What follows belongs to an exercise in optimizing a design on an open flow for small area, a short achievable clock period and few clock cycles; a production flow would make more cautious choices.
The RTL was checked by simulation tests, not by an equivalence proof against the original design.
Power figures rest on the tool's default switching activity, not on a simulated workload.

<file path="flow/design.v">
module kw26_core (
    input  wire        clk,
    input  wire        rst,           
    input  wire        cmd_valid,
    output wire        cmd_ready,
    input  wire [99:0] cmd,
    output reg         out_valid,
    output reg  [7:0]  out_data,
    output reg         resp_valid,
    output reg  [3:0]  resp_status
);
    localparam [3:0] OP_KEY_LOAD   = 4'h1,
                     OP_KS_STEP    = 4'h2,
                     OP_KS_ADVANCE = 4'h3,
                     OP_KS_PEEK    = 4'h4,
                     OP_MSG_START  = 4'h5,
                     OP_ENC        = 4'h6,
                     OP_DEC        = 4'h7;
    localparam [3:0] ST_OK        = 4'd0,
                     ST_INVKEY    = 4'd1,
                     ST_ENCODING  = 4'd3,
                     ST_ILLEGAL   = 4'd4,
                     ST_SEQUENCE  = 4'd5;
    localparam [4:0] CODE_LTRS = 5'd31,
                     CODE_FIGS = 5'd27;
    function [30:0] fstep_a(input [30:0] s);    
        fstep_a = {s[29:0], s[30] ^ s[2]};
    endfunction
    function [30:0] step_a(input [30:0] g);     
        step_a = {g[29:0], g[30]} ^ ({31{g[30]}} & 31'd268435456);
    endfunction
    function [30:0] step5_a(input [30:0] g);
        step5_a = step_a(step_a(step_a(step_a(step_a(g)))));
    endfunction
    function [30:0] load_a(input [30:0] s);     
        begin
            load_a[0] = s[0] ^ s[3];
            load_a[1] = s[1] ^ s[4];
            load_a[2] = s[2] ^ s[5];
            load_a[3] = s[3] ^ s[6];
            load_a[4] = s[4] ^ s[7];
            load_a[5] = s[5] ^ s[8];
            load_a[6] = s[6] ^ s[9];
            load_a[7] = s[7] ^ s[10];
            load_a[8] = s[8] ^ s[11];
            load_a[9] = s[9] ^ s[12];
            load_a[10] = s[10] ^ s[13];
            load_a[11] = s[11] ^ s[14];
            load_a[12] = s[12] ^ s[15];
            load_a[13] = s[13] ^ s[16];
            load_a[14] = s[14] ^ s[17];
            load_a[15] = s[15] ^ s[18];
            load_a[16] = s[16] ^ s[19];
            load_a[17] = s[17] ^ s[20];
            load_a[18] = s[18] ^ s[21];
            load_a[19] = s[19] ^ s[22];
            load_a[20] = s[20] ^ s[23];
            load_a[21] = s[21] ^ s[24];
            load_a[22] = s[22] ^ s[25];
            load_a[23] = s[23] ^ s[26];
            load_a[24] = s[24] ^ s[27];
            load_a[25] = s[25] ^ s[28];
            load_a[26] = s[26] ^ s[29];
            load_a[27] = s[27] ^ s[30];
            load_a[28] = s[28];
            load_a[29] = s[29];
            load_a[30] = s[30];
        end
    endfunction
    function [30:0] dec_a(input [30:0] g);      
        begin
            dec_a[0] = g[1];
            dec_a[1] = g[3];
            dec_a[2] = g[5];
            dec_a[3] = g[7];
            dec_a[4] = g[9];
            dec_a[5] = g[11];
            dec_a[6] = g[13];
            dec_a[7] = g[15];
            dec_a[8] = g[17];
            dec_a[9] = g[19];
            dec_a[10] = g[21];
            dec_a[11] = g[23];
            dec_a[12] = g[25];
            dec_a[13] = g[27];
            dec_a[14] = g[1] ^ g[29];
            dec_a[15] = g[0] ^ g[3];
            dec_a[16] = g[2] ^ g[5];
            dec_a[17] = g[4] ^ g[7];
            dec_a[18] = g[6] ^ g[9];
            dec_a[19] = g[8] ^ g[11];
            dec_a[20] = g[10] ^ g[13];
            dec_a[21] = g[12] ^ g[15];
            dec_a[22] = g[14] ^ g[17];
            dec_a[23] = g[16] ^ g[19];
            dec_a[24] = g[18] ^ g[21];
            dec_a[25] = g[20] ^ g[23];
            dec_a[26] = g[22] ^ g[25];
            dec_a[27] = g[24] ^ g[27];
            dec_a[28] = g[26] ^ g[29];
            dec_a[29] = g[28];
            dec_a[30] = g[30];
        end
    endfunction
    function [4:0] out5_a(input [30:0] g);       
        begin
            out5_a[4] = g[30];
            out5_a[3] = g[29];
            out5_a[2] = g[28];
            out5_a[1] = g[27] ^ g[30];
            out5_a[0] = g[26] ^ g[29];
        end
    endfunction
    function [28:0] fstep_b(input [28:0] s);    
        fstep_b = {s[27:0], s[28] ^ s[1]};
    endfunction
    function [28:0] step_b(input [28:0] g);     
        step_b = {g[27:0], g[28]} ^ ({29{g[28]}} & 29'd134217728);
    endfunction
    function [28:0] step5_b(input [28:0] g);
        step5_b = step_b(step_b(step_b(step_b(step_b(g)))));
    endfunction
    function [28:0] load_b(input [28:0] s);     
        begin
            load_b[0] = s[0] ^ s[2];
            load_b[1] = s[1] ^ s[3];
            load_b[2] = s[2] ^ s[4];
            load_b[3] = s[3] ^ s[5];
            load_b[4] = s[4] ^ s[6];
            load_b[5] = s[5] ^ s[7];
            load_b[6] = s[6] ^ s[8];
            load_b[7] = s[7] ^ s[9];
            load_b[8] = s[8] ^ s[10];
            load_b[9] = s[9] ^ s[11];
            load_b[10] = s[10] ^ s[12];
            load_b[11] = s[11] ^ s[13];
            load_b[12] = s[12] ^ s[14];
            load_b[13] = s[13] ^ s[15];
            load_b[14] = s[14] ^ s[16];
            load_b[15] = s[15] ^ s[17];
            load_b[16] = s[16] ^ s[18];
            load_b[17] = s[17] ^ s[19];
            load_b[18] = s[18] ^ s[20];
            load_b[19] = s[19] ^ s[21];
            load_b[20] = s[20] ^ s[22];
            load_b[21] = s[21] ^ s[23];
            load_b[22] = s[22] ^ s[24];
            load_b[23] = s[23] ^ s[25];
            load_b[24] = s[24] ^ s[26];
            load_b[25] = s[25] ^ s[27];
            load_b[26] = s[26] ^ s[28];
            load_b[27] = s[27];
            load_b[28] = s[28];
        end
    endfunction
    function [28:0] dec_b(input [28:0] g);      
        begin
            dec_b[0] = g[1];
            dec_b[1] = g[3];
            dec_b[2] = g[5];
            dec_b[3] = g[7];
            dec_b[4] = g[9];
            dec_b[5] = g[11];
            dec_b[6] = g[13];
            dec_b[7] = g[15];
            dec_b[8] = g[17];
            dec_b[9] = g[19];
            dec_b[10] = g[21];
            dec_b[11] = g[23];
            dec_b[12] = g[25];
            dec_b[13] = g[0] ^ g[27];
            dec_b[14] = g[0] ^ g[2];
            dec_b[15] = g[2] ^ g[4];
            dec_b[16] = g[4] ^ g[6];
            dec_b[17] = g[6] ^ g[8];
            dec_b[18] = g[8] ^ g[10];
            dec_b[19] = g[10] ^ g[12];
            dec_b[20] = g[12] ^ g[14];
            dec_b[21] = g[14] ^ g[16];
            dec_b[22] = g[16] ^ g[18];
            dec_b[23] = g[18] ^ g[20];
            dec_b[24] = g[20] ^ g[22];
            dec_b[25] = g[22] ^ g[24];
            dec_b[26] = g[24] ^ g[26];
            dec_b[27] = g[26] ^ g[28];
            dec_b[28] = g[28];
        end
    endfunction
    function [4:0] out5_b(input [28:0] g);       
        begin
            out5_b[4] = g[28];
            out5_b[3] = g[27];
            out5_b[2] = g[26] ^ g[28];
            out5_b[1] = g[25] ^ g[27];
            out5_b[0] = g[24] ^ g[26] ^ g[28];
        end
    endfunction
    function [22:0] fstep_c(input [22:0] s);    
        fstep_c = {s[21:0], s[22] ^ s[4]};
    endfunction
    function [22:0] step_c(input [22:0] g);     
        step_c = {g[21:0], g[22]} ^ ({23{g[22]}} & 23'd262144);
    endfunction
    function [22:0] step5_c(input [22:0] g);
        step5_c = step_c(step_c(step_c(step_c(step_c(g)))));
    endfunction
    function [22:0] load_c(input [22:0] s);     
        begin
            load_c[0] = s[0] ^ s[5];
            load_c[1] = s[1] ^ s[6];
            load_c[2] = s[2] ^ s[7];
            load_c[3] = s[3] ^ s[8];
            load_c[4] = s[4] ^ s[9];
            load_c[5] = s[5] ^ s[10];
            load_c[6] = s[6] ^ s[11];
            load_c[7] = s[7] ^ s[12];
            load_c[8] = s[8] ^ s[13];
            load_c[9] = s[9] ^ s[14];
            load_c[10] = s[10] ^ s[15];
            load_c[11] = s[11] ^ s[16];
            load_c[12] = s[12] ^ s[17];
            load_c[13] = s[13] ^ s[18];
            load_c[14] = s[14] ^ s[19];
            load_c[15] = s[15] ^ s[20];
            load_c[16] = s[16] ^ s[21];
            load_c[17] = s[17] ^ s[22];
            load_c[18] = s[18];
            load_c[19] = s[19];
            load_c[20] = s[20];
            load_c[21] = s[21];
            load_c[22] = s[22];
        end
    endfunction
    function [22:0] dec_c(input [22:0] g);      
        begin
            dec_c[0] = g[1];
            dec_c[1] = g[3];
            dec_c[2] = g[5];
            dec_c[3] = g[7];
            dec_c[4] = g[9];
            dec_c[5] = g[11];
            dec_c[6] = g[13];
            dec_c[7] = g[15];
            dec_c[8] = g[17];
            dec_c[9] = g[1] ^ g[19];
            dec_c[10] = g[3] ^ g[21];
            dec_c[11] = g[0] ^ g[5];
            dec_c[12] = g[2] ^ g[7];
            dec_c[13] = g[4] ^ g[9];
            dec_c[14] = g[6] ^ g[11];
            dec_c[15] = g[8] ^ g[13];
            dec_c[16] = g[10] ^ g[15];
            dec_c[17] = g[12] ^ g[17];
            dec_c[18] = g[14] ^ g[19];
            dec_c[19] = g[16] ^ g[21];
            dec_c[20] = g[18];
            dec_c[21] = g[20];
            dec_c[22] = g[22];
        end
    endfunction
    function [4:0] out5_c(input [22:0] g);       
        begin
            out5_c[4] = g[22];
            out5_c[3] = g[21];
            out5_c[2] = g[20];
            out5_c[1] = g[19];
            out5_c[0] = g[18];
        end
    endfunction
    function combine(input a, input b, input c);
        reg [7:0] tt;
        begin
            tt = 8'h62;
            combine = tt[{a, b, c}];
        end
    endfunction
    function [7:0] tab_ltrs(input [4:0] c);
        case (c)
            5'd0:  tab_ltrs = 8'h00;  5'd1:  tab_ltrs = 8'h45;
            5'd2:  tab_ltrs = 8'h0A;  5'd3:  tab_ltrs = 8'h41;
            5'd4:  tab_ltrs = 8'h20;  5'd5:  tab_ltrs = 8'h53;
            5'd6:  tab_ltrs = 8'h49;  5'd7:  tab_ltrs = 8'h55;
            5'd8:  tab_ltrs = 8'h0D;  5'd9:  tab_ltrs = 8'h44;
            5'd10: tab_ltrs = 8'h52;  5'd11: tab_ltrs = 8'h4A;
            5'd12: tab_ltrs = 8'h4E;  5'd13: tab_ltrs = 8'h46;
            5'd14: tab_ltrs = 8'h43;  5'd15: tab_ltrs = 8'h4B;
            5'd16: tab_ltrs = 8'h54;  5'd17: tab_ltrs = 8'h5A;
            5'd18: tab_ltrs = 8'h4C;  5'd19: tab_ltrs = 8'h57;
            5'd20: tab_ltrs = 8'h48;  5'd21: tab_ltrs = 8'h59;
            5'd22: tab_ltrs = 8'h50;  5'd23: tab_ltrs = 8'h51;
            5'd24: tab_ltrs = 8'h4F;  5'd25: tab_ltrs = 8'h42;
            5'd26: tab_ltrs = 8'h47;  5'd28: tab_ltrs = 8'h4D;
            5'd29: tab_ltrs = 8'h58;  5'd30: tab_ltrs = 8'h56;
            default: tab_ltrs = 8'h00;
        endcase
    endfunction
    function [7:0] tab_figs(input [4:0] c);
        case (c)
            5'd0:  tab_figs = 8'h00;  5'd1:  tab_figs = 8'h33;
            5'd2:  tab_figs = 8'h0A;  5'd3:  tab_figs = 8'h2D;
            5'd4:  tab_figs = 8'h20;  5'd5:  tab_figs = 8'h27;
            5'd6:  tab_figs = 8'h38;  5'd7:  tab_figs = 8'h37;
            5'd8:  tab_figs = 8'h0D;  5'd9:  tab_figs = 8'h05;
            5'd10: tab_figs = 8'h34;  5'd11: tab_figs = 8'h07;
            5'd12: tab_figs = 8'h2C;  5'd13: tab_figs = 8'h21;
            5'd14: tab_figs = 8'h3A;  5'd15: tab_figs = 8'h28;
            5'd16: tab_figs = 8'h35;  5'd17: tab_figs = 8'h2B;
            5'd18: tab_figs = 8'h29;  5'd19: tab_figs = 8'h32;
            5'd20: tab_figs = 8'h23;  5'd21: tab_figs = 8'h36;
            5'd22: tab_figs = 8'h30;  5'd23: tab_figs = 8'h31;
            5'd24: tab_figs = 8'h39;  5'd25: tab_figs = 8'h3F;
            5'd26: tab_figs = 8'h26;  5'd28: tab_figs = 8'h2E;
            5'd29: tab_figs = 8'h2F;  5'd30: tab_figs = 8'h3D;
            default: tab_figs = 8'h00;
        endcase
    endfunction
    function [6:0] find_ch(input [7:0] ch);
        integer i;
        begin
            find_ch = 7'd0;
            for (i = 0; i < 32; i = i + 1)
                if (i != 27 && i != 31) begin
                    if (tab_ltrs(i[4:0]) == ch) find_ch = find_ch | {2'b10, i[4:0]};
                    if (tab_figs(i[4:0]) == ch) find_ch = find_ch | {2'b01, i[4:0]};
                end
        end
    endfunction
    wire [3:0]  op  = cmd[99:96];
    wire [95:0] arg = cmd[95:0];
    reg illegal;
    always @(*) begin
        case (op)
            OP_KEY_LOAD:   illegal = 1'b0;
            OP_KS_STEP:    illegal = |arg;
            OP_KS_ADVANCE: illegal = 1'b0;
            OP_KS_PEEK:    illegal = |arg[95:32];
            OP_MSG_START:  illegal = |arg;
            OP_ENC:        illegal = |arg[95:8];
            OP_DEC:        illegal = |arg[95:5];
            default:       illegal = 1'b1;
        endcase
    end
    wire [31:0] seed_a = arg[95:64];
    wire [31:0] seed_b = arg[63:32];
    wire [31:0] seed_c = arg[31:0];
    wire key_ok = (seed_a != 32'd0) && (seed_a[31] == 1'b0) &&
                  (seed_b != 32'd0) && (seed_b[31:29] == 3'd0) &&
                  (seed_c != 32'd0) && (seed_c[31:23] == 9'd0);
    wire [6:0] enc = find_ch(arg[7:0]);
    reg        keyed;
    wire       seq_err = (op == OP_KEY_LOAD) == keyed;
    reg [3:0] d_status;
    always @(*) begin
        if (illegal)                                     d_status = ST_ILLEGAL;
        else if (seq_err)                                d_status = ST_SEQUENCE;
        else if (op == OP_KEY_LOAD && !key_ok)           d_status = ST_INVKEY;
        else if (op == OP_ENC && enc[6:5] == 2'b00)      d_status = ST_ENCODING;
        else                                             d_status = ST_OK;
    end
    wire d_ok = !illegal && !seq_err;
    wire peek_zero = (arg[31:0] == 32'd0);
    wire peek_one  = (arg[31:0] == 32'd1);
    reg [30:0] ra;          
    reg [28:0] rb;
    reg [22:0] rc;
    reg [30:0] cva;         
    reg [28:0] cvb;
    reg [22:0] cvc;
    reg [30:0] pa;          
    reg [28:0] pb;
    reg [22:0] pc;
    reg [95:0] nreg;        
    reg        shift;       
    reg        rdy;
    reg        m_resp;      
    reg        m_msg;       
    reg        m_step, m_enc, m_grp2, m_dec, m_peek, m_adv;
    reg [3:0]  e_status;
    reg [4:0]  e_sym;       
    reg        e_inl, e_inf;
    reg [4:0]  acnt;        
    reg [1:0]  dg_a;        
    reg [2:0]  car_a;       
    reg [1:0]  dg_b;        
    reg [2:0]  car_b;       
    reg [1:0]  dg_c;        
    reg [3:0]  car_c;       
    wire z_main = combine(ra[30], rb[28], rc[22]);
    wire z_peek = combine(pa[30], pb[28], pc[22]);
    wire [4:0] ya = out5_a(ra), yb = out5_b(rb), yc = out5_c(rc);
    wire [4:0] ks5 = {combine(ya[4], yb[4], yc[4]),
                      combine(ya[3], yb[3], yc[3]),
                      combine(ya[2], yb[2], yc[2]),
                      combine(ya[1], yb[1], yc[1]),
                      combine(ya[0], yb[0], yc[0])};
    wire [4:0] dsym = e_sym ^ ks5;
    wire enc_one = shift ? e_inf : e_inl;     
    wire peek_last = (nreg[31:0] == 32'd1);
    function [7:0] digit_a(input [95:0] v, input [1:0] mask);
        integer i;
        begin
            digit_a = 8'd0;
            for (i = 0; i < 2; i = i + 1)
                if (mask[i])
                    digit_a = digit_a + ((8'd0 + v[0 + i] + v[31 + i] + v[62 + i] + v[93 + i]) << i);
        end
    endfunction
    function [7:0] digit_b(input [95:0] v, input [1:0] mask);
        integer i;
        begin
            digit_b = 8'd0;
            for (i = 0; i < 2; i = i + 1)
                if (mask[i])
                    digit_b = digit_b + ((8'd0 + v[0 + i] + v[29 + i] + v[58 + i] + v[87 + i]) << i);
        end
    endfunction
    function [7:0] digit_c(input [95:0] v, input [1:0] mask);
        integer i;
        begin
            digit_c = 8'd0;
            for (i = 0; i < 2; i = i + 1)
                if (mask[i])
                    digit_c = digit_c + ((8'd0 + v[0 + i] + v[23 + i] + v[46 + i] + v[69 + i] + v[92 + i]) << i);
        end
    endfunction
    wire [95:0] nahead = nreg >> 2;
    wire [95:0] ntap = nreg;
    reg  [3:0] raw_a;     
    wire [7:0] raw_nx_a = digit_a(ntap, (acnt == 5'd15) ? 2'd1 : 2'd3);
    wire [7:0] sum_a = raw_a + car_a;
    wire [30:0] st_a_0 = ra;
    wire [30:0] st_a_1 = dec_a(dg_a[0] ? step_a(st_a_0) : st_a_0);
    wire [30:0] st_a_2 = dec_a(dg_a[1] ? step_a(st_a_1) : st_a_1);
    wire [3:0] kap_a = ({4'd0, dg_a} >> 1) + (car_a << 1);
    reg  [3:0] raw_b;     
    wire [7:0] raw_nx_b = digit_b(ntap, (acnt == 5'd14) ? 2'd1 : 2'd3);
    wire [7:0] sum_b = raw_b + car_b;
    wire [28:0] st_b_0 = rb;
    wire [28:0] st_b_1 = dec_b(dg_b[0] ? step_b(st_b_0) : st_b_0);
    wire [28:0] st_b_2 = dec_b(dg_b[1] ? step_b(st_b_1) : st_b_1);
    wire [3:0] kap_b = ({4'd0, dg_b} >> 1) + (car_b << 1);
    reg  [3:0] raw_c;     
    wire [7:0] raw_nx_c = digit_c(ntap, (acnt == 5'd11) ? 2'd1 : 2'd3);
    wire [7:0] sum_c = raw_c + car_c;
    wire [22:0] st_c_0 = rc;
    wire [22:0] st_c_1 = dec_c(dg_c[0] ? step_c(st_c_0) : st_c_0);
    wire [22:0] st_c_2 = dec_c(dg_c[1] ? step_c(st_c_1) : st_c_1);
    wire [3:0] kap_c = ({4'd0, dg_c} >> 1) + (car_c << 1);
    reg [1:0] nx_dg_a;
    reg [2:0] nx_car_a;
    reg [1:0] nx_dg_b;
    reg [2:0] nx_car_b;
    reg [1:0] nx_dg_c;
    reg [3:0] nx_car_c;
    always @(*) begin
        nx_dg_a  = dg_a;
        nx_car_a = car_a;
        if (acnt < 5'd17) begin
            nx_dg_a  = sum_a[1:0];
            nx_car_a = sum_a >> 2;
        end else if (acnt == 5'd17) begin
            nx_car_a = kap_a;
        end else if (car_a != 0) begin
            nx_car_a = car_a - 1'd1;
        end
        nx_dg_b  = dg_b;
        nx_car_b = car_b;
        if (acnt < 5'd16) begin
            nx_dg_b  = sum_b[1:0];
            nx_car_b = sum_b >> 2;
        end else if (acnt == 5'd16) begin
            nx_car_b = kap_b;
        end else if (car_b != 0) begin
            nx_car_b = car_b - 1'd1;
        end
        nx_dg_c  = dg_c;
        nx_car_c = car_c;
        if (acnt < 5'd13) begin
            nx_dg_c  = sum_c[1:0];
            nx_car_c = sum_c >> 2;
        end else if (acnt == 5'd13) begin
            nx_car_c = kap_c;
        end else if (car_c != 0) begin
            nx_car_c = car_c - 1'd1;
        end
    end
    wire [3:0] kapnx__a = ({4'd0, nx_dg_a} >> 1) + (nx_car_a << 1);
    wire [3:0] kapnx__b = ({4'd0, nx_dg_b} >> 1) + (nx_car_b << 1);
    wire [3:0] kapnx__c = ({4'd0, nx_dg_c} >> 1) + (nx_car_c << 1);
    wire [4:0] acnt_nx = acnt + 5'd1;
    wire adv_end_nx = (acnt_nx >= 5'd17) && ((acnt_nx > 5'd17) ? (nx_car_a <= 4'd1) : (acnt_nx == 5'd17) && (kapnx__a == 4'd0)) && ((acnt_nx > 5'd16) ? (nx_car_b <= 4'd1) : (acnt_nx == 5'd16) && (kapnx__b == 4'd0)) && ((acnt_nx > 5'd13) ? (nx_car_c <= 4'd1) : (acnt_nx == 5'd13) && (kapnx__c == 4'd0));
    wire adv_end = (acnt >= 5'd17) && ((acnt > 5'd17) ? (car_a <= 4'd1) : (acnt == 5'd17) && (kap_a == 4'd0)) && ((acnt > 5'd16) ? (car_b <= 4'd1) : (acnt == 5'd16) && (kap_b == 4'd0)) && ((acnt > 5'd13) ? (car_c <= 4'd1) : (acnt == 5'd13) && (kap_c == 4'd0));
    reg shift_nx;
    always @(*) begin
        shift_nx = shift;
        if (!keyed)
            shift_nx = 1'b0;
        else if (m_resp && m_msg)
            shift_nx = 1'b0;
        else if (m_enc && !enc_one)
            shift_nx = !shift;
        else if (m_dec && dsym == CODE_LTRS)
            shift_nx = 1'b0;
        else if (m_dec && dsym == CODE_FIGS)
            shift_nx = 1'b1;
    end
    assign cmd_ready = rdy;
    wire take = cmd_valid && rdy;
    reg rdy_nx;
    always @(*) begin
        if (rdy)
            rdy_nx = !(cmd_valid && d_status == ST_OK &&
                       (op == OP_KS_ADVANCE ||
                        (op == OP_KS_PEEK && !peek_zero && !peek_one) ||
                        (op == OP_ENC && !(shift_nx ? enc[5] : enc[6]))));
        else if (m_peek)
            rdy_nx = (nreg[31:0] == 32'd2);
        else if (m_adv)
            rdy_nx = adv_end_nx;
        else
            rdy_nx = 1'b1;
    end
    always @(posedge clk) begin
        if (m_peek && !peek_last) begin
            pa <= fstep_a(pa);
            pb <= fstep_b(pb);
            pc <= fstep_c(pc);
        end else begin
            pa <= cva;
            pb <= cvb;
            pc <= cvc;
        end
        if (rdy)
            nreg <= arg;
        else if (m_peek)
            nreg[31:0] <= nreg[31:0] - 32'd1;
        else
            nreg <= nahead;
        if (!keyed) begin
            ra  <= load_a(seed_a[30:0]);
            rb  <= load_b(seed_b[28:0]);
            rc  <= load_c(seed_c[22:0]);
            cva <= seed_a[30:0];
            cvb <= seed_b[28:0];
            cvc <= seed_c[22:0];
        end
        if (rst) begin
            rdy        <= 1'b1;
            keyed      <= 1'b0;
            shift      <= 1'b0;
            out_valid  <= 1'b0;
            resp_valid <= 1'b0;
            m_resp     <= 1'b0;
            m_step     <= 1'b0;
            m_enc      <= 1'b0;
            m_grp2     <= 1'b0;
            m_dec      <= 1'b0;
            m_peek     <= 1'b0;
            m_adv      <= 1'b0;
        end else begin
            out_valid   <= 1'b0;
            resp_valid  <= 1'b0;
            resp_status <= ST_OK;
            rdy         <= rdy_nx;
            shift       <= shift_nx;
            if (m_resp) begin
                resp_valid  <= 1'b1;
                resp_status <= e_status;
                m_resp      <= 1'b0;
            end
            if (m_step) begin
                ra         <= step_a(ra);
                rb         <= step_b(rb);
                rc         <= step_c(rc);
                out_valid  <= 1'b1;
                out_data   <= {7'd0, z_main};
                resp_valid <= 1'b1;
                m_step     <= 1'b0;
            end
            if (m_enc || m_grp2 || m_dec) begin
                ra <= step5_a(ra);
                rb <= step5_b(rb);
                rc <= step5_c(rc);
            end
            if (m_enc) begin
                m_enc     <= 1'b0;
                out_valid <= 1'b1;
                if (enc_one) begin
                    out_data   <= {3'd0, e_sym ^ ks5};
                    resp_valid <= 1'b1;
                end else begin
                    out_data <= {3'd0, (shift ? CODE_LTRS : CODE_FIGS) ^ ks5};
                    m_grp2   <= 1'b1;
                end
            end
            if (m_grp2) begin
                out_valid  <= 1'b1;
                out_data   <= {3'd0, e_sym ^ ks5};
                resp_valid <= 1'b1;
                m_grp2     <= 1'b0;
            end
            if (m_dec) begin
                resp_valid <= 1'b1;
                m_dec      <= 1'b0;
                if (dsym != CODE_LTRS && dsym != CODE_FIGS) begin
                    out_valid <= 1'b1;
                    out_data  <= shift ? tab_figs(dsym) : tab_ltrs(dsym);
                end
            end
            if (m_peek) begin
                out_valid <= 1'b1;
                out_data  <= {7'd0, z_peek};
                if (peek_last) begin
                    resp_valid <= 1'b1;
                    m_peek     <= 1'b0;
                end
            end
            if (m_adv) begin
                acnt <= acnt_nx;
                dg_a  <= nx_dg_a;
                raw_a <= raw_nx_a;
                car_a <= nx_car_a;
                if (acnt < 5'd2)
                    ra <= ra;
                else if (acnt < 5'd17)
                    ra <= st_a_2;
                else if (acnt == 5'd17)
                    ra <= st_a_1;
                else if (car_a != 0)
                    ra <= step_a(ra);
                dg_b  <= nx_dg_b;
                raw_b <= raw_nx_b;
                car_b <= nx_car_b;
                if (acnt < 5'd2)
                    rb <= rb;
                else if (acnt < 5'd16)
                    rb <= st_b_2;
                else if (acnt == 5'd16)
                    rb <= st_b_1;
                else if (car_b != 0)
                    rb <= step_b(rb);
                dg_c  <= nx_dg_c;
                raw_c <= raw_nx_c;
                car_c <= nx_car_c;
                if (acnt < 5'd2)
                    rc <= rc;
                else if (acnt < 5'd13)
                    rc <= st_c_2;
                else if (acnt == 5'd13)
                    rc <= st_c_1;
                else if (car_c != 0)
                    rc <= step_c(rc);
                if (adv_end) begin
                    resp_valid <= 1'b1;
                    m_adv      <= 1'b0;
                end
            end
            if (take) begin
                e_status <= d_status;
                m_msg    <= (op == OP_MSG_START) && d_ok;
                e_sym    <= (op == OP_ENC) ? enc[4:0] : arg[4:0];
                e_inl    <= enc[6];
                e_inf    <= enc[5];
                acnt     <= 5'd0;
                car_a    <= 0;
                raw_a    <= 0;
                car_b    <= 0;
                raw_b    <= 0;
                car_c    <= 0;
                raw_c    <= 0;
                if (d_status != ST_OK || op == OP_KEY_LOAD || op == OP_MSG_START ||
                    (op == OP_KS_PEEK && peek_zero))
                    m_resp <= 1'b1;
                else begin
                    m_step <= (op == OP_KS_STEP);
                    m_enc  <= (op == OP_ENC);
                    m_dec  <= (op == OP_DEC);
                    m_peek <= (op == OP_KS_PEEK);
                    m_adv  <= (op == OP_KS_ADVANCE);
                end
                if (op == OP_KEY_LOAD && d_status == ST_OK)
                    keyed <= 1'b1;
            end
        end
    end
endmodule
</file>
<file path="flow/constraint.sdc">
create_clock -name core_clock -period 8.0 [get_ports {clk}]
set_input_delay 1.6000 -clock core_clock [delete_from_list [all_inputs] [get_ports {clk}]]
set_output_delay 1.6000 -clock core_clock [all_outputs]
set_load 0.01 [all_outputs]
</file>
<file path="flow/config.mk">
export PLATFORM = sky130hd
export DESIGN_NAME = kw26_core
export DESIGN_NICKNAME = kw26_core
export VERILOG_FILES = /design/flow/design.v
export SDC_FILE = /design/flow/constraint.sdc
export NUM_CORES = 4
export LEC_CHECK = 0
export CAP_MARGIN = 20
export CORE_MARGIN = 2
export CORE_UTILIZATION = 40
export PLACE_DENSITY = 0.6
export SETUP_SLACK_MARGIN = 5
export SLEW_MARGIN = 20
</file>
<file path="flow/run.sh">
#!/bin/bash
# synth_recipe.tcl (not shown) runs the flow's synth.tcl, then flattens the netlist and writes it again
# the make line also repeats each setting of config.mk as NAME=value (left out here)
make -C /OpenROAD-flow-scripts/flow DESIGN_CONFIG=/design/flow/config.mk WORK_HOME=/design/flow/orfs CLKGATE_MAP_FILE= SYNTH_SCRIPT=/design/flow/synth_recipe.tcl finish
</file>
==> impl_metrics.tcl, run 1 <==
set metrics [dict create \
    cellLeakagePower_nw 13.0 \
    slew_violations 0 \
    tightestPinTransition_ps 1090 \
    drive_gt1_frac 0.202 \
    finalSetupViolations 0 \
    clockBufferDepth 3 \
    crit_slowest_cell "edfxtp_1" \
    fp.dieH_um 271 \
    path_class "register to register" \
    worst_path_most_repeated_cell "xor2_2" \
    first_iter_violations 2715 \
    place_congestion 0.941 \
    synth_mux_area_frac 0.116 \
    ant_nets 0 \
    cts-hold-fix-buffers 0 \
    clk_latency_ps 630 \
    relSlewSlack 0.271 \
    drt_pre_antenna_iters 8 \
    grt_pass1_wl_um 148000 \
    htree_levels 2 \
    max_stage_delay_ps 640 \
    status "timing/DRC/antenna clean" \
    cts_tree "yes" \
    start_util 0.402 \
    netlist_instances 3259 \
    netlist-cell-type-count 88 \
    holdWs_ps 416 \
    antennaDiodeCount 0 \
    fin_cells 4279 \
    drt-total-wl_um 98400 \
    drc 0 \
    fin_tns_setup_ps 0 \
    track_usage 0.256 \
    ys_seq_elements 412 \
    required_ps 8510 \
    cts_num_sinks 412 \
    yosysWarnings 1 \
    routed-via-count 25700 \
    grt_pass1_vias 24000 \
    antenna_found_initial 2 \
    place_area_mm2 0.0304 \
    cap_violations 0 \
    startpoint_type "register" \
    clkTransAtPathRegs_ps 70 \
    path_buf_inv 1 \
    place_hpwl_um 62200 \
    cp.arrival_ps 3980 \
    hold_viol_final 0 \
    hold_path.class "register to register" \
    wire_per_inst_um 23.0 \
    fmax_ghz 0.288 \
    synthAdderAreaFrac 0.0326 \
    synth_area_per_cell_um2 8.77 \
    die_area_mm2 0.0736 \
    netlist_area_mm2 0.0286 \
    end_kind "register" \
    synthSimpleGateAreaFrac 0.159 \
    power_density_mw_per_mm2 191 \
    fin_nets 3459 \
    cts_buffers 47 \
    crit_fanout 9 \
    period_share 0.434 \
    synth-edff-count 285 \
    fin_worst_skew_ps 48.5 \
    yosysSeqAreaShare 0.388 \
    avgViaCountPerCell 6.01 \
    rows 98 \
    design_area_mm2 0.0340 \
    overflow 0 \
    core_mm2 0.0711 \
    critical-path-top-delay-family "multiplexers" \
    synth_nets 3428 \
    cp_cell_sequence "xor2_2 -> mux2i_4 -> xor2_2 -> buf_6 -> ha_4 -> nand2_2 -> or4_4 -> a211oi_4 -> mux2_4 -> a21oi_2 -> a2bb2oi_2" \
    area_delta_synth_final_pct 19.0 \
    synth_xor_area_frac 0.0713 \
    fp.dieW_um 271 \
    num_io_pins 118 \
    place_inst 4082 \
    synth-async-reset-ratio 0 \
    synthFlopType "edfxtp_1" \
    rsz0062_at_grt "true" \
    synth_compound_area_frac 0.187 \
    clockRootBuffer "clkbuf_16" \
    grt_max_degree 86 \
    io_buffers 116 \
    peakVddDrop_mv 0.174 \
    synth_top_family_by_area "compound AO/OA/AOI/OAI gates" \
    min_period_ps 3470 \
]
==> registers in the layout, summed over array words and instances, names as in the netlist, 3 cells and up <==
| signal | flops |
|---|---|
| rc | 23 |
| cva | 31 |
| pb | 29 |
| rb | 29 |
| out_data | 8 |
| cvb | 29 |
| car_b | 3 |
| pc | 23 |
| e_sym | 5 |
| car_c | 4 |
| raw_a | 4 |
| pa | 31 |
| ra | 31 |
| resp_status | 3 |
| acnt | 5 |
| e_status | 3 |
| raw_c | 4 |
| car_a | 3 |
| nreg | 96 |
| raw_b | 4 |
| cvc | 23 |
==> placed cells by master, fill, tap and decap left out, types with 30 or more instances in the layout <==
| cell type | instances |
|---|---|
| a211oi_1 | 61 |
| a21oi_1 | 251 |
| a31oi_1 | 53 |
| buf_4 | 104 |
| buf_6 | 30 |
| clkbuf_16 | 50 |
| clkbuf_2 | 39 |
| dfxtp_1 | 121 |
| edfxtp_1 | 285 |
| ha_1 | 46 |
| inv_1 | 33 |
| mux2_2 | 174 |
| mux2i_1 | 131 |
| nand2_1 | 431 |
| nand3_1 | 56 |
| nor2_1 | 285 |
| nor3_1 | 33 |
| o21ai_0 | 236 |
| o21ai_1 | 30 |
| xnor2_1 | 145 |
| xor2_1 | 68 |
==> where the power goes <==
group	switching (mW)	leakage, nW	internal [mW]	total (mW)
logic	0.876	8.13	0.674	1.55
clock network	0.994	0.806	1.34	2.34
registers	0.173	4.04	2.43	2.60
total	2.04	13.0	4.45	6.49
==> routing by layer <==
metal,global-route usage,wire [µm],vias up
li1,-,-,11800
met1,0.357,42000,12400
met2,0.408,44800,1244
met3,0.0391,8130,211
met4,0.0826,3460,4
met5,0,27,-
==> cell type report <==
class | instances | area (µm²)
Clock inverter | 30 | 387
Clock buffer | 58 | 1270
Timing Repair Buffer | 262 | 2480
Sequential cell | 412 | 11100
Fill cell | 6755 | 37100
Multi-Input combinational cell | 2520 | 17300
Inverter | 47 | 228
Tap cell | 950 | 1190
==> path summary, 6_finish.rpt <==
check                         from        endpoint  slack [ps]  depth (start not counted)
setup / recovery  ra[29]$_DFFE_PP_  rdy$_SDFF_PP1_        4530                         11
hold / removal       pa[5]$_DFF_P_   pa[6]$_DFF_P_         420                          1
setup reg to reg  ra[29]$_DFFE_PP_  rdy$_SDFF_PP1_        4530                         11
hold reg to reg      pa[5]$_DFF_P_   pa[6]$_DFF_P_         420                          1
==> cells by family (layout without fill, tap and decap cells) <==
logic type / Yosys count / count (layout)
and+or+nand+nor: 1030 / 1035
AOI/OAI and AO/OA: 876 / 877
DFF: 412 / 412
buffers and inverters: 333 / 397
muxes: 309 / 309
xor gates and xnor gates: 232 / 232
adders and majority gates: 66 / 66
other: 1 / 1
==> metrics by stage <==
stage                util  power, mW  setup WS (ps)
global route        0.478       6.74           4410
finish              0.478       6.49           4530
detailed placement  0.427       3.94           2910
CTS                 0.470       6.44           4520
global placement    0.427       3.94           2980
floorplan               -       3.52           4410
==> cells in the mapped netlist, types with 25 or more instances <==
master | number | area [µm²]
nand2_1 | 442 | 1660
a21oi_1 | 261 | 1310
clkbuf_1 | 217 | 815
dfxtp_1 | 127 | 2540
mux2i_1 | 133 | 1330
edfxtp_1 | 285 | 8560
nand3_1 | 59 | 295
buf_1 | 39 | 146
nor2_1 | 304 | 1140
ha_1 | 52 | 651
a31oi_1 | 57 | 357
o21ai_0 | 270 | 1350
nor3_1 | 44 | 220
xnor2_1 | 159 | 1390
a211oi_1 | 68 | 510
inv_1 | 42 | 158
buf_2 | 25 | 125
a211o_1 | 28 | 245
xor2_1 | 72 | 631
mux2_2 | 175 | 1970
nor2b_1 | 32 | 200
nor4_1 | 33 | 206
==> repair_timing <==
item                                    CTS  global route
endpoints found under the setup margin  310           241
gates resized for setup                 428           213
buffers inserted                         74            23
gates cloned                              9             3
pin swaps                                70            57
Testbench counts, summed over its fixed seeds: cycles 1,203.
==> run 2: changes to the inputs <==
--- a/flow/design.v
+++ b/flow/design.v
@@ -104,2 +104,11 @@
     endfunction
+    function [4:0] nxt5_a(input [30:0] g);       
+        begin
+            nxt5_a[4] = g[25] ^ g[28];
+            nxt5_a[3] = g[24] ^ g[27] ^ g[30];
+            nxt5_a[2] = g[23] ^ g[26] ^ g[29];
+            nxt5_a[1] = g[22] ^ g[25] ^ g[28];
+            nxt5_a[0] = g[21] ^ g[24] ^ g[27] ^ g[30];
+        end
+    endfunction
     function [4:0] out5_a(input [30:0] g);       
@@ -188,2 +197,11 @@
     endfunction
+    function [4:0] nxt5_b(input [28:0] g);       
+        begin
+            nxt5_b[4] = g[23] ^ g[25] ^ g[27];
+            nxt5_b[3] = g[22] ^ g[24] ^ g[26] ^ g[28];
+            nxt5_b[2] = g[21] ^ g[23] ^ g[25] ^ g[27];
+            nxt5_b[1] = g[20] ^ g[22] ^ g[24] ^ g[26] ^ g[28];
+            nxt5_b[0] = g[19] ^ g[21] ^ g[23] ^ g[25] ^ g[27];
+        end
+    endfunction
     function [4:0] out5_b(input [28:0] g);       
@@ -260,2 +278,11 @@
     endfunction
+    function [4:0] nxt5_c(input [22:0] g);       
+        begin
+            nxt5_c[4] = g[17] ^ g[22];
+            nxt5_c[3] = g[16] ^ g[21];
+            nxt5_c[2] = g[15] ^ g[20];
+            nxt5_c[1] = g[14] ^ g[19];
+            nxt5_c[0] = g[13] ^ g[18];
+        end
+    endfunction
     function [4:0] out5_c(input [22:0] g);       
@@ -329,15 +356,18 @@
     wire [95:0] arg = cmd[95:0];
-    reg illegal;
-    always @(*) begin
-        case (op)
-            OP_KEY_LOAD:   illegal = 1'b0;
-            OP_KS_STEP:    illegal = |arg;
-            OP_KS_ADVANCE: illegal = 1'b0;
-            OP_KS_PEEK:    illegal = |arg[95:32];
-            OP_MSG_START:  illegal = |arg;
-            OP_ENC:        illegal = |arg[95:8];
-            OP_DEC:        illegal = |arg[95:5];
-            default:       illegal = 1'b1;
-        endcase
-    end
+    wire z_hi  = |arg[95:32];
+    wire z_mid = |arg[31:8];
+    wire z_lo3 = |arg[7:5];
+    wire z_lo5 = |arg[4:0];
+    wire o_key  = (op == OP_KEY_LOAD);
+    wire o_step = (op == OP_KS_STEP);
+    wire o_adv  = (op == OP_KS_ADVANCE);
+    wire o_peek = (op == OP_KS_PEEK);
+    wire o_msg  = (op == OP_MSG_START);
+    wire o_enc  = (op == OP_ENC);
+    wire o_dec  = (op == OP_DEC);
+    wire illegal = !(o_key || o_step || o_adv || o_peek || o_msg || o_enc || o_dec) ||
+                   ((o_step || o_msg) && (z_hi || z_mid || z_lo3 || z_lo5)) ||
+                   (o_peek && z_hi) ||
+                   (o_enc && (z_hi || z_mid)) ||
+                   (o_dec && (z_hi || z_mid || z_lo3));
     wire [31:0] seed_a = arg[95:64];
@@ -350,14 +380,12 @@
     reg        keyed;
-    wire       seq_err = (op == OP_KEY_LOAD) == keyed;
-    reg [3:0] d_status;
-    always @(*) begin
-        if (illegal)                                     d_status = ST_ILLEGAL;
-        else if (seq_err)                                d_status = ST_SEQUENCE;
-        else if (op == OP_KEY_LOAD && !key_ok)           d_status = ST_INVKEY;
-        else if (op == OP_ENC && enc[6:5] == 2'b00)      d_status = ST_ENCODING;
-        else                                             d_status = ST_OK;
-    end
-    wire d_ok = !illegal && !seq_err;
+    wire       seq_err = o_key == keyed;
     wire peek_zero = (arg[31:0] == 32'd0);
     wire peek_one  = (arg[31:0] == 32'd1);
+    wire x_step = o_step && keyed && !(z_hi || z_mid || z_lo3 || z_lo5);
+    wire x_adv  = o_adv && keyed;
+    wire x_peek = o_peek && keyed && !z_hi && !peek_zero;
+    wire x_enc  = o_enc && keyed && !(z_hi || z_mid) && (enc[6] || enc[5]);
+    wire x_dec  = o_dec && keyed && !(z_hi || z_mid || z_lo3);
+    wire x_msg  = o_msg && keyed && !(z_hi || z_mid || z_lo3 || z_lo5);
+    wire x_key  = o_key && !keyed && key_ok;
     reg [30:0] ra;          
@@ -376,4 +404,4 @@
     reg        m_msg;       
-    reg        m_step, m_enc, m_grp2, m_dec, m_peek, m_adv;
-    reg [3:0]  e_status;
+    reg        m_step, m_enc, m_grp2, m_dec, m_peek, m_adv, m_adlast;
+    reg        e_ill, e_seq, e_badkey, e_badenc;    
     reg [4:0]  e_sym;       
@@ -387,6 +415,5 @@
     reg [3:0]  car_c;       
-    wire z_main = combine(ra[30], rb[28], rc[22]);
     wire z_peek = combine(pa[30], pb[28], pc[22]);
     wire [4:0] ya = out5_a(ra), yb = out5_b(rb), yc = out5_c(rc);
-    wire [4:0] ks5 = {combine(ya[4], yb[4], yc[4]),
+    wire [4:0] ks5_ra = {combine(ya[4], yb[4], yc[4]),
                       combine(ya[3], yb[3], yc[3]),
@@ -395,2 +422,9 @@
                       combine(ya[0], yb[0], yc[0])};
+    wire [4:0] na = nxt5_a(ra), nb = nxt5_b(rb), nc = nxt5_c(rc);
+    wire [4:0] ks5_n5 = {combine(na[4], nb[4], nc[4]),
+                         combine(na[3], nb[3], nc[3]),
+                         combine(na[2], nb[2], nc[2]),
+                         combine(na[1], nb[1], nc[1]),
+                         combine(na[0], nb[0], nc[0])};
+    reg  [4:0] ks5;
     wire [4:0] dsym = e_sym ^ ks5;
@@ -486,7 +520,2 @@
     end
-    wire [3:0] kapnx__a = ({4'd0, nx_dg_a} >> 1) + (nx_car_a << 1);
-    wire [3:0] kapnx__b = ({4'd0, nx_dg_b} >> 1) + (nx_car_b << 1);
-    wire [3:0] kapnx__c = ({4'd0, nx_dg_c} >> 1) + (nx_car_c << 1);
-    wire [4:0] acnt_nx = acnt + 5'd1;
-    wire adv_end_nx = (acnt_nx >= 5'd17) && ((acnt_nx > 5'd17) ? (nx_car_a <= 4'd1) : (acnt_nx == 5'd17) && (kapnx__a == 4'd0)) && ((acnt_nx > 5'd16) ? (nx_car_b <= 4'd1) : (acnt_nx == 5'd16) && (kapnx__b == 4'd0)) && ((acnt_nx > 5'd13) ? (nx_car_c <= 4'd1) : (acnt_nx == 5'd13) && (kapnx__c == 4'd0));
     wire adv_end = (acnt >= 5'd17) && ((acnt > 5'd17) ? (car_a <= 4'd1) : (acnt == 5'd17) && (kap_a == 4'd0)) && ((acnt > 5'd16) ? (car_b <= 4'd1) : (acnt == 5'd16) && (kap_b == 4'd0)) && ((acnt > 5'd13) ? (car_c <= 4'd1) : (acnt == 5'd13) && (kap_c == 4'd0));
@@ -511,6 +540,5 @@
         if (rdy)
-            rdy_nx = !(cmd_valid && d_status == ST_OK &&
-                       (op == OP_KS_ADVANCE ||
-                        (op == OP_KS_PEEK && !peek_zero && !peek_one) ||
-                        (op == OP_ENC && !(shift_nx ? enc[5] : enc[6]))));
+            rdy_nx = !(cmd_valid &&
+                       (x_adv || (x_peek && !peek_one) ||
+                        (x_enc && (shift_nx ? !enc[5] : !enc[6]))));
         else if (m_peek)
@@ -518,3 +546,3 @@
         else if (m_adv)
-            rdy_nx = adv_end_nx;
+            rdy_nx = adv_end;
         else
@@ -546,2 +574,14 @@
         end
+        if (!keyed)
+            ks5 <= {combine(seed_a[30], seed_b[28], seed_c[22]),
+                    combine(seed_a[29], seed_b[27], seed_c[21]),
+                    combine(seed_a[28], seed_b[26], seed_c[20]),
+                    combine(seed_a[27], seed_b[25], seed_c[19]),
+                    combine(seed_a[26], seed_b[24], seed_c[18])};
+        else if (m_step)
+            ks5 <= {ks5[3:0], ks5_n5[4]};
+        else if (m_enc || m_grp2 || m_dec)
+            ks5 <= ks5_n5;
+        else if (m_adv || m_adlast)
+            ks5 <= ks5_ra;
         if (rst) begin
@@ -559,2 +599,3 @@
             m_adv      <= 1'b0;
+            m_adlast   <= 1'b0;
         end else begin
@@ -567,3 +608,4 @@
                 resp_valid  <= 1'b1;
-                resp_status <= e_status;
+                resp_status <= e_ill ? ST_ILLEGAL : e_seq ? ST_SEQUENCE :
+                               e_badkey ? ST_INVKEY : e_badenc ? ST_ENCODING : ST_OK;
                 m_resp      <= 1'b0;
@@ -575,3 +617,3 @@
                 out_valid  <= 1'b1;
-                out_data   <= {7'd0, z_main};
+                out_data   <= {7'd0, ks5[4]};
                 resp_valid <= 1'b1;
@@ -618,3 +660,3 @@
             if (m_adv) begin
-                acnt <= acnt_nx;
+                acnt <= acnt + 5'd1;
                 dg_a  <= nx_dg_a;
@@ -653,9 +695,16 @@
                 if (adv_end) begin
-                    resp_valid <= 1'b1;
-                    m_adv      <= 1'b0;
+                    m_adv    <= 1'b0;
+                    m_adlast <= 1'b1;
                 end
             end
+            if (m_adlast) begin
+                resp_valid <= 1'b1;
+                m_adlast   <= 1'b0;
+            end
             if (take) begin
-                e_status <= d_status;
-                m_msg    <= (op == OP_MSG_START) && d_ok;
+                e_ill    <= illegal;
+                e_seq    <= seq_err;
+                e_badkey <= o_key && !key_ok;
+                e_badenc <= o_enc && !(enc[6] || enc[5]);
+                m_msg    <= x_msg;
                 e_sym    <= (op == OP_ENC) ? enc[4:0] : arg[4:0];
@@ -670,13 +719,9 @@
                 raw_c    <= 0;
-                if (d_status != ST_OK || op == OP_KEY_LOAD || op == OP_MSG_START ||
-                    (op == OP_KS_PEEK && peek_zero))
-                    m_resp <= 1'b1;
-                else begin
-                    m_step <= (op == OP_KS_STEP);
-                    m_enc  <= (op == OP_ENC);
-                    m_dec  <= (op == OP_DEC);
-                    m_peek <= (op == OP_KS_PEEK);
-                    m_adv  <= (op == OP_KS_ADVANCE);
-                end
-                if (op == OP_KEY_LOAD && d_status == ST_OK)
+                m_resp <= !(x_step || x_enc || x_dec || x_peek || x_adv);
+                m_step <= x_step;
+                m_enc  <= x_enc;
+                m_dec  <= x_dec;
+                m_peek <= x_peek;
+                m_adv  <= x_adv;
+                if (x_key)
                     keyed <= 1'b1;
==> run 2 against run 1 <==
  * Combinational power decreased by 19%
  * Sequential power is 3% higher
  * Flip-flop and latch count grew 7
  * Area after synthesis up 2.9%
  * Worst hold slack improved by 27 ps
  * Still clean on timing, DRC and antenna
  * Clock power rose by 6%
  * Setup slack improved by 360 ps
  * Utilization down 1.5 points
  * Clock-buffer cell count is 9 higher
  * Largest power group unchanged
  * Critical path depth shrank 1
  * Total power is 1.0% lower
  * Non-clock buffer count fell by 66
==> impl_metrics.tcl, run 2 <==
set metrics [dict create \
    status "timing/DRC/antenna clean" \
    wire_per_inst_um 23.4 \
    relSlewSlack 0.289 \
    required_ps 8350 \
    core_mm2 0.0728 \
    overflow 0 \
    end_kind "register" \
    max_stage_delay_ps 310 \
    synth-async-reset-ratio 0 \
    post-place-ws_ps 3180 \
    hold_path.class "register to register" \
    crit_fanout 5 \
    power_density_mw_per_mm2 190 \
    netlist_area_mm2 0.0294 \
    drc 0 \
    largest_reg_flops 96 \
    fin_nets 3323 \
    mostFrequentLayoutCell "nand2_1" \
    cellLeakagePower_nw 12.6 \
    drt_pre_antenna_iters 6 \
    cp.arrival_ps 3470 \
    avgViaCountPerCell 6.02 \
    num_io_pins 118 \
    finalSetupViolations 0 \
    synthTopCellsByCount "nand2_1 (317), edfxtp_1 (291), o21ai_0 (285), nor2_1 (282), clkbuf_1 (245)" \
    startpoint_type "input port" \
    largest_register "nreg" \
    drt-total-wl_um 97000 \
    cap_violations 0 \
    cts_buffers 49 \
    die_area_mm2 0.0757 \
    htree_levels 2 \
    worstReg2RegStart "nreg[17]$_DFF_P_" \
    worstHoldEndpoint "m_adlast$_SDFF_PP0_" \
    synth.most_common_cell "nand2_1" \
    fp.dieW_um 275 \
    hp-start "m_adlast$_SDFF_PP0_" \
    yosysSeqAreaShare 0.384 \
    rsz0062_at_grt "true" \
    grt_pass1_vias 23200 \
    fin_tns_setup_ps 0 \
    cp_cell_sequence "clkdlybuf4s15_2 -> nor4_2 -> nand4_1 -> nor3_4 -> buf_12 -> buf_4 -> and2_1 -> and2_4 -> o21ai_1 -> a211o_1" \
    final_cell_mix "nand2_1 (309), edfxtp_1 (291), o21ai_0 (281)" \
    clockRootBuffer "clkbuf_16" \
    rows 99 \
    synth_area_leaders "edfxtp_1 (30%), dfxtp_1 (8.7%), mux2i_1 (7.1%)" \
    whs_path_depth 1 \
    netlist-cell-type-count 85 \
    cts_num_sinks 419 \
    cts-hold-fix-buffers 0 \
    r2r_end "pb[28]$_DFF_P_" \
    fp.dieH_um 275 \
    cts_tree "yes" \
    yosysWarnings 1 \
    netlist_instances 3204 \
    synth_top_cell_area_share 0.297 \
    synthFlopType "edfxtp_1" \
    antenna_found_initial 2 \
    path_class "input port to register" \
    clockBufferDepth 3 \
    fillerInstances 6976 \
    design_power_total_mw 6.42 \
    grt_max_degree 130 \
    holdWs_ps 443 \
    place_hpwl_um 64800 \
    r2r_cells 8 \
    setup_ws_ps 4890 \
    clk_latency_ps 610 \
    register_area_mm2 0.0113 \
    io_buffers 116 \
    ant_nets 0 \
    area_delta_synth_final_pct 14.9 \
    slew_violations 0 \
    grt_pass1_wl_um 148000 \
    final_core_util 0.464 \
    multi_input_area_mm2 0.0174 \
    ys_seq_elements 419 \
    routed-via-count 25000 \
    start_util 0.404 \
    synth_nets 3379 \
    crit_slowest_cell "nor4_2" \
    drive_gt1_frac 0.164 \
    synth_top_area_cell "edfxtp_1" \
    antennaDiodeCount 0 \
    first_iter_violations 2724 \
    hold_viol_final 0 \
    track_usage 0.252 \
    fin_worst_skew_ps 39.3 \
    clkTransAtPathRegs_ps 60 \
    synth_area_per_cell_um2 9.18 \
    r2r_slack_ps 5030 \
    fmax_ghz 0.321 \
    peakVddDrop_mv 0.176 \
    period_share 0.389 \
    synth-edff-count 291 \
    place_congestion 0.966 \
    tightestPinTransition_ps 1070 \
    min_period_ps 3110 \
]
[run 2: changes by cell type after synthesis, moves of 20 or more]
cell	previous run	this run
nor3_1	44	64
mux2i_1	133	208
nand2_1	442	317
clkbuf_1	217	245
a31oi_1	57	21
nor2b_1	32	12
a211o_1	28	7
nor2_1	304	282
xor2_1	72	95
a21oi_1	261	211
mux2_2	175	137
mux2_4	1	23
[run 2: repair_timing]
action                                  in CTS  in global routing
cloned                                       8                  0
resized for setup                          248                180
endpoints found under the setup margin     199                 93
setup buffers                               15                  8
pin swaps                                   27                 38
[run 2: per-stage QoR]
step	area, µm²	instances
2_1_floorplan	29700	3204
6_report	33800	4148
3_3_place_gp	31200	4025
5_1_grt	33800	4148
3_5_place_dp	31200	4025
4_1_cts	33600	4140
[run 2: routing by layer]
layer | vias to the layer above | wire, µm | track usage | part of all wire
met5 | - | 8 | 0 | 0.000082
met4 | 2 | 3100 | 0.0789 | 0.032
met3 | 181 | 8430 | 0.0453 | 0.087
met2 | 1152 | 43200 | 0.389 | 0.45
met1 | 12100 | 42300 | 0.357 | 0.44
li1 | 11600 | - | - | -
[run 2: worst max-delay path by stage]
stage,slack [ps],cells past startpoint,start,end
after floorplan,4510,8,cmd[7],e_ill$_DFFE_PP_
after global placement,3160,8,cmd[94],e_ill$_DFFE_PP_
after detailed placement,3180,8,cmd[94],e_ill$_DFFE_PP_
after CTS,4810,10,cmd[35],e_ill$_DFFE_PP_
after global routing,4850,10,cmd[33],e_ill$_DFFE_PP_
final,4890,10,cmd[33],e_ill$_DFFE_PP_
[run 2: layout make-up]
cell class | count | share of cell area
clock buffers | 67 | 0.0422
clock inverters | 25 | 0.0106
inverters | 51 | 0.00622
multi-input cells | 2431 | 0.514
flip-flops and latches | 419 | 0.335
well taps | 959 | 0.0355
repair buffers | 196 | 0.0559
[run 2: critical path: cells and delay by family]
| family | cells | cell delay (ps) |
|---|---|---|
| buffers and inverters | 3 | 510 |
| AO/OA/AOI/OAI | 2 | 350 |
| AND/OR/NAND/NOR | 5 | 1000 |
[run 2: logic make-up after synthesis]
| kind of cell | Yosys count | share of synthesized area |
|---|---|---|
| flip-flops | 419 | 0.384 |
| buffers and inverters | 354 | 0.0466 |
| AO/OA/AOI/OAI | 851 | 0.180 |
| XOR/XNOR | 266 | 0.0792 |
| AND/OR/NAND/NOR | 862 | 0.132 |
| other | 1 | 0.000128 |
| multiplexers | 379 | 0.143 |
| adder cells (fa/ha/maj) | 72 | 0.0342 |
[run 2: where the power goes]
part / total (mW) / switching, mW / leakage (nW) / internal, mW
Sequential: 2.69 / 0.217 / 4.10 / 2.48
Clock: 2.47 / 0.986 / 0.872 / 1.49
Combinational: 1.26 / 0.717 / 7.59 / 0.540
Testbench counts of run 2, summed over its fixed seeds: cycles 1,227.

[re-timing with driven ports]
No port has a modelled driver above. Below, the same layouts with a new extraction and two added sets of constraints.
Step 1, drivers: a clkbuf_16 drives clk and a buf_2 each remaining input, both assumed.
Step 2 adds t to the input delays and takes it off the output delays; t is the mean of the earliest and latest rising clock arrival at the registers after step 1. Input paths then give back, and output paths get back, about the clock's delay inside the block.
Slacks: no drivers / after step 1 / after step 2; pairs: no drivers / after step 1.
run | t (ns) | setup WS [ns] | latest minus earliest clock arrival (ns) | worst register clock-pin slew, ns
run 1 | 0.666 | 4.528 / 4.528 / 4.006 | 0.050 / 0.050 | 0.07 / 0.07
run 2 | 0.655 | 4.889 / 4.929 / 4.274 | 0.039 / 0.040 | 0.07 / 0.07
After both steps setup and hold are still met in every run listed. The setup slack of run 2, which loses most, moves by +0.040 ns with the drivers and by -0.615 ns with both steps.
